What follows belongs to an exercise in optimizing a design on an open flow for a short achievable clock period; a production flow would make more cautious choices. Only simulation tests tie the RTL to the original design; equivalence was not proved. Power is estimated from default activity; no workload was simulated.

## flow/design.v (module list and top-level ports; edited modules follow where they fit)
// module viking_core: 400 lines
// module mul23_pp: 552 lines
// module mul23_fin: 536 lines
// module ks_add15: 28 lines
// module ks_add23: 33 lines
// module ks_add25: 33 lines
// module ks_add46: 38 lines
module viking_core (
    input  wire        clk,
    input  wire        rst,           
    input  wire [31:0] budget,        
    output wire        mem_req,
    output wire        mem_we,
    output wire [14:0] mem_addr,
    output wire [23:0] mem_wdata,
    input  wire [23:0] mem_rdata,
    input  wire        mem_ready,
    output wire        done,
    output wire [23:0] reg_a,
    output wire [23:0] reg_b,
    output wire [14:0] reg_x1,
    output wire [14:0] reg_x2,
    output wire [14:0] reg_x3,
    output wire [14:0] reg_pc,
    output wire        flag_overflow,
    output wire        flag_halted,
    output wire [63:0] cost_cycles,
    output reg         diag_valid,
    output reg  [5:0]  diag_op,
    output reg  [14:0] diag_fa
);
  // ...
==> flow/flow/run.sh <==
#!/bin/bash
set -euo pipefail
bash standard.sh SETUP_SLACK_MARGIN=8 finish > standard.log 2>&1
==> flow/standard.sh <==
#!/bin/bash
# synth_recipe.tcl (not shown) runs the flow's synth.tcl, then flattens the netlist and writes it again
# the make line also repeats each setting of config.mk as NAME=value (left out here)
make -C /OpenROAD-flow-scripts/flow DESIGN_CONFIG=/design/flow/config.mk WORK_HOME=/design/flow/orfs CLKGATE_MAP_FILE= SYNTH_SCRIPT=/design/flow/synth_recipe.tcl "${@:-finish}"
==> flow/config.mk <==
export PLATFORM = sky130hd
export DESIGN_NAME = viking_core
export DESIGN_NICKNAME = viking_core
export VERILOG_FILES = /design/flow/design.v
export SDC_FILE = /design/flow/constraint.sdc
export NUM_CORES = 4
export LEC_CHECK = 0
export ABC_CLOCK_PERIOD_IN_PS = 4000
export CAP_MARGIN = 25
export CORE_MARGIN = 2
export CORE_UTILIZATION = 40
export PLACE_DENSITY = 0.6
export SLEW_MARGIN = 35
==> flow/constraint.sdc <==
create_clock -name core_clock -period 12.0 [get_ports {clk}]
set_input_delay 2.4000 -clock core_clock [delete_from_list [all_inputs] [get_ports {clk}]]
set_output_delay 2.4000 -clock core_clock [all_outputs]
set_load 0.01 [all_outputs]
==> results.txt, run 1 <==
- Hold_buf cts: 0
- # H-tree levels: 3
- Status: finished clean
- Congestion Overflow GR: 0
- Comb group: 13.3 mW
- Power share of the sequential group: 16.3%
- Number of synthesized flops with an enable pin: 380
- Area Overhead vs Synth: 36.3%
- Initial antenna violation count: 33
- Power Density: 223 nW/um^2
- WP buf/inv: 4
- Core Util, Final: 54.7%
- Via density: 6.33
- Clock skew: 0.0786 ns
- Yosys Warn Count: 1
- GPL Wtd Cong: 1.00
- Top_reg_cell synth: edfxtp_1
- Clock latency (worst-skew pair): 0.76 ns
- Final Max Tran Viols: 0
- Multi-input logic area: 47300 um^2
- Post-DP HPWL: 194000 um
- Most common cell after layout, fill and taps aside: nand2_1
- Buffering overhead: 15.3%
- CTS resizes: 1852
- F_max: 0.151 GHz
- WS Path Type: flip-flop to flip-flop
Testbench counts, summed over its fixed seeds: clk cycles 227,146.
==> run 2, diff against run 1 <==
==> flow/run.sh (new file) <==
#!/bin/bash
# synth_recipe.tcl (not shown) runs the flow's synth.tcl, then flattens the netlist and writes it again
# the make line also repeats each setting of config.mk as NAME=value (left out here)
make -C /OpenROAD-flow-scripts/flow DESIGN_CONFIG=/design/flow/config.mk WORK_HOME=/design/flow/orfs CLKGATE_MAP_FILE= SYNTH_SCRIPT=/design/flow/synth_recipe.tcl finish
--- a/flow/config.mk
+++ b/flow/config.mk
@@ -7,7 +7,8 @@
 export LEC_CHECK = 0
 export ABC_CLOCK_PERIOD_IN_PS = 4000
-export CAP_MARGIN = 25
+export CAP_MARGIN = 20
 export CORE_MARGIN = 2
 export CORE_UTILIZATION = 40
 export PLACE_DENSITY = 0.6
-export SLEW_MARGIN = 35
+export SETUP_SLACK_MARGIN = 5
+export SLEW_MARGIN = 30
removed: flow/flow/run.sh
removed: flow/standard.sh
==> run 2 against run 1 <==
  * Still clean
  * Sequential share of layout area grew 3.8 points
  * Worst setup slack lost 0.17 ns
  * Synthesized cell count is the same
  * Final area shrank 16%
  * Final cell count shrank 7.1%
  * Die area is the same
  * Largest power group unchanged
  * Highest routed layer unchanged
==> results.txt, run 2 <==
- Largest register by flop count: mul_mid (unchanged)
- CP startpoint: dv_r[3] (was dv_r[0])
- Tot Pwr: 15.9 mW (was 19.3 mW)
- Post-Synth Simple-Gate Area: 15.3% (unchanged)
- Max rail drop VDD: 0.212 mV (was 0.274 mV)
- Die ar.: 162000 um^2 (unchanged)
- CTS tree: done (unchanged)
- Design area: 72200 um^2 (was 86400 um^2)
- Hold_buf cts: 0 (unchanged)
- Layout Nets: 8388 (was 9127)
- Number of synthesized flops with an enable pin: 380 (unchanged)
- Top-count cell post-synth: nand2_1 (unchanged)
- CTS Buf Count: 89 (unchanged)
- Hold path depth: 2 (unchanged)
- Vias in the first global route: 58000 (was 62400)
- Synth top cells by count: nand2_1, nor2_1, inv_1 (unchanged)
- Commonest non-fill, non-tap cells in the layout: nand2_1, nor2_1, inv_1, ha_1, a21oi_1 (was nand2_1, buf_4, nor2_1, inv_1, ha_1)
- DR pass1 iterations: 12 (unchanged)
- Floorplan row count: 146 (unchanged)
- Power Density: 220 nW/um^2 (was 223 nW/um^2)
- Post-Synth Adder-Cell Area: 17.5% (unchanged)
- Boundary Pins: 297 (unchanged)
- Synth top area share: 18.0% (unchanged)
- RSZ-0062 raised after global routing: no (was yes)
- Area Overhead vs Synth: 13.9% (was 36.3%)
- Clock slew at reported path FFs: 0.06 ns (about the same)
- Area leader, netlist: edfxtp_1 (unchanged)
- Placed cell count: 9529 (was 9525)
- Max_slew headroom: 25.7% (was 28.9%)
- Final Max Tran Viols: 0 (unchanged)
- WS Path Type: flip-flop to flip-flop (unchanged)
- Total routed wirelength: 277000 um (was 313000 um)
- Starting density of the core: 40.2% (unchanged)
- Post-synthesis register bit count: 695 (unchanged)
- Async SR Flop Fraction: 0% (unchanged)
- Via density: 6.24 (was 6.33)
- Worst Setup Start Kind: flip-flop (unchanged)
- Port bufs: 296 (unchanged)
- Post-Synth XOR/XNOR Area: 8.33% (unchanged)
- WL per Instance: 28.5 um (was 29.9 um)
- Area contributors post-synth: edfxtp_1, ha_1, dfxtp_1 (unchanged)
- Worst EP required: 12.47 ns (was 12.49 ns)
- Final min period: 6.79 ns (was 6.62 ns)
- Reg-to-Reg End: dv_r[12] (was dv_r[4])
- Compound-gate portion of the synthesized area: 21.1% (unchanged)
- Max reg flops: 226 (unchanged)
- Core footprint: 158000 um^2 (unchanged)
- CTS root buf: clkbuf_16 (unchanged)
- Largest net degree at the start of global routing: 157 (was 123)
- Final setup viols: 0 (unchanged)
- DRC viols: 0 (unchanged)
- Post-Syn Area: 63400 um^2 (unchanged)
- Top_reg_cell synth: edfxtp_1 (unchanged)
- Die height: 402 um (unchanged)
- Fin Hold WS: 0.485 ns (was 0.488 ns)
- Die Width: 402 um (unchanged)
- Total number of clock tree sinks: 695 (unchanged)
- First-pass GRT wire length: 400000 um (was 434000 um)
- Initial DRC Count: 7757 (was 8998)
- Synth Net Count: 8275 (unchanged)
- Register area share after synthesis: 27.9% (unchanged)
- Final period util: 56.6% (was 55.2%)
- P_leak: 29.4 nW (was 35.8 nW)
- R2R Path Start: dv_r[3] (was dv_r[0])
- # H-tree levels: 3 (unchanged)
- Setup tns final: 0 ns (unchanged)
- Worst Hold Class: flip-flop to flip-flop (unchanged)
- Worst R2R Path Depth: 26 (was 29)
- Main combinational cell family by area after synthesis: compound AO/OA/AOI/OAI gates (unchanged)
- Area after DPL: 68500 um^2 (was 69300 um^2)
- Avg Inst Size Synth: 8.49 um^2 (unchanged)
- Clock skew: 0.0662 ns (was 0.0786 ns)
- Pre-CTS setup slack: 3.48 ns (was 3.94 ns)
- Clock latency (worst-skew pair): 0.76 ns (about the same)
- Final Worst Setup Slack: 5.21 ns (was 5.38 ns)
- Least-Margin Pin Slew: 1.11 ns (was 1.06 ns)
- Clock buffer depth: 3 (unchanged)
- Critical path arrival: 7.26 ns (was 7.12 ns)
- Status: finished clean (unchanged)
- Congestion Overflow GR: 0 (unchanged)
- Critical Path Sink: dv_r[12] (was dv_r[4])
- Core Util, Final: 45.8% (was 54.7%)
- Post-DP HPWL: 198000 um (was 194000 um)
- Fillers: 15500 (was 14000)
- Mux cell area share after synthesis: 3.39% (unchanged)
- Hold Vio Cnt, Final: 0 (unchanged)
- Max-cap violations: 0 (unchanged)
- Post-Synthesis Cells: 7469 (unchanged)
- GPL Wtd Cong: 1.00 (about the same)
- F_max: 0.147 GHz (was 0.151 GHz)
- Global Route Usage Sum: 33.1% (was 36.1%)
- Final ANT Viol Nets: 0 (unchanged)
- Routed vias: 60700 (was 66300)
- Final Non-Filler Cells: 9731 (was 10500)
- Initial antenna violation count: 8 (was 33)
- Largest regs: mul_mid x226, cyc_hi1 x56, cyc_hi x56 (unchanged)
- Unique masters post-synth: 110 (unchanged)
- Most common cell after layout, fill and taps aside: nand2_1 (unchanged)
- CP endpoint kind: flip-flop (unchanged)
- Worst reg-to-reg setup slack: 5.21 ns (was 5.38 ns)
- Yosys Warn Count: 1 (unchanged)
- Critical path peak fanout: 40 (was 4)
- Layout cells sized above 1: 7.58% (was 26.8%)
## run 2: cell counts after synthesis
No cell type changed its count.
## run 2: cell type report
class	count	area, um^2	area share [%]
tap	2072	2590	3.59
clock inverter	40	494	0.684
clock buffer	125	2560	3.54
multi-input combinational	5690	42000	58.1
inverter	590	2220	3.08
sequential	695	17700	24.5
timing repair buffer	516	4650	6.43
antenna	3	7.51	0.0104
## run 2: worst max-delay path, cell delays in order, from the launching register on
cell and delay (ns):
edfxtp_1 0.53, ha_1 0.39, a21oi_1 0.14, nand2_1 0.19
o2111ai_4 0.36, a31oi_4 0.17, o2111ai_4 0.25, a21boi_2 0.11
a21oi_2 0.21, buf_12 0.24, nor2_1 0.08, a211oi_1 0.23
a211oi_1 0.08, a31o_2 0.28, ha_1 0.23, or3_1 0.35
o311a_4 0.42, a21o_1 0.20, a2bb2oi_1 0.17, and2_1 0.20
o21a_1 0.20, o21a_1 0.21, o31a_1 0.27, or3_4 0.40
nor3_4 0.31, buf_6 0.19, a221oi_1 0.08
## run 2: worst min-delay path by stage
stage             endpoint         from  slack (ns)
6_report       diag_fa[14]  diag_fa[14]        0.49
5_1_grt         diag_fa[2]   diag_fa[2]        0.52
4_1_cts        diag_fa[14]  diag_fa[14]        0.49
3_5_place_dp   diag_fa[14]  diag_fa[14]        0.48
3_3_place_gp      depth[3]     depth[3]        0.47
2_1_floorplan   mul_mid[1]         B[1]        0.46
## run 2: layer usage
| metal | GRT usage, % | wire [um] | up-vias |
|---|---|---|---|
| li1 | - | - | 26800 |
| met4 | 16.6 | 16200 | 8 |
| met5 | 0 | 54 | - |
| met1 | 44.4 | 112000 | 29500 |
| met2 | 48.8 | 116000 | 3698 |
| met3 | 8.93 | 32700 | 789 |
## run 2: cell families after synthesis
kind of cell,count (synthesis)
xor gates and xnor gates,603
buffers and inverters,1084
DFF,695
and+or+nand+nor,2092
muxes,200
AOI/OAI and AO/OA,2047
adders and majority gates,748
## run 2: timing repair
action	CTS	global route
endpoints found under the setup margin	27	56
resized for setup	45	46
buffers inserted	18	15
cloned	0	1
pin swaps	11	15
## run 2: where the power goes
part	internal, mW	total, mW	switching [mW]
Sequential	2.85	3.16	0.313
Combinational	3.80	9.95	6.16
Clock	1.60	2.81	1.22

==> what the ideal ports hide <==
Ports are ideal in the flow. The routed layouts listed here were re-timed in OpenROAD. Step 1 sets driving cells, clkbuf_16 on the clock port and buf_2 on the other inputs (assumed; they add their load-dependent delay and slew). Step 2 adds t to the input delays and takes it off the output delays; t is the mean of the earliest and latest rising clock arrival at the registers after step 1. Input paths then give back, and output paths get back, about the clock's delay inside the block. Slacks: ideal / step 1 / step 2; pairs: ideal / step 1.
| run | t (ns) | setup slack, ns | hold slack, ns | clock arrival spread, ns | worst register clock-pin slew, ns |
|---|---|---|---|---|---|
| run 1 | 0.808 | 5.376 / 5.376 / 5.376 | 0.488 / 0.488 / 0.488 | 0.081 / 0.081 | 0.07 / 0.07 |
| run 2 | 0.816 | 5.207 / 5.195 / 4.458 | 0.485 / 0.485 / 0.485 | 0.068 / 0.067 | 0.07 / 0.07 |
After both steps every run listed still meets setup and hold. For run 2, which loses most, drivers alone change the setup slack by -0.012 ns; drivers and shift together by -0.749 ns.
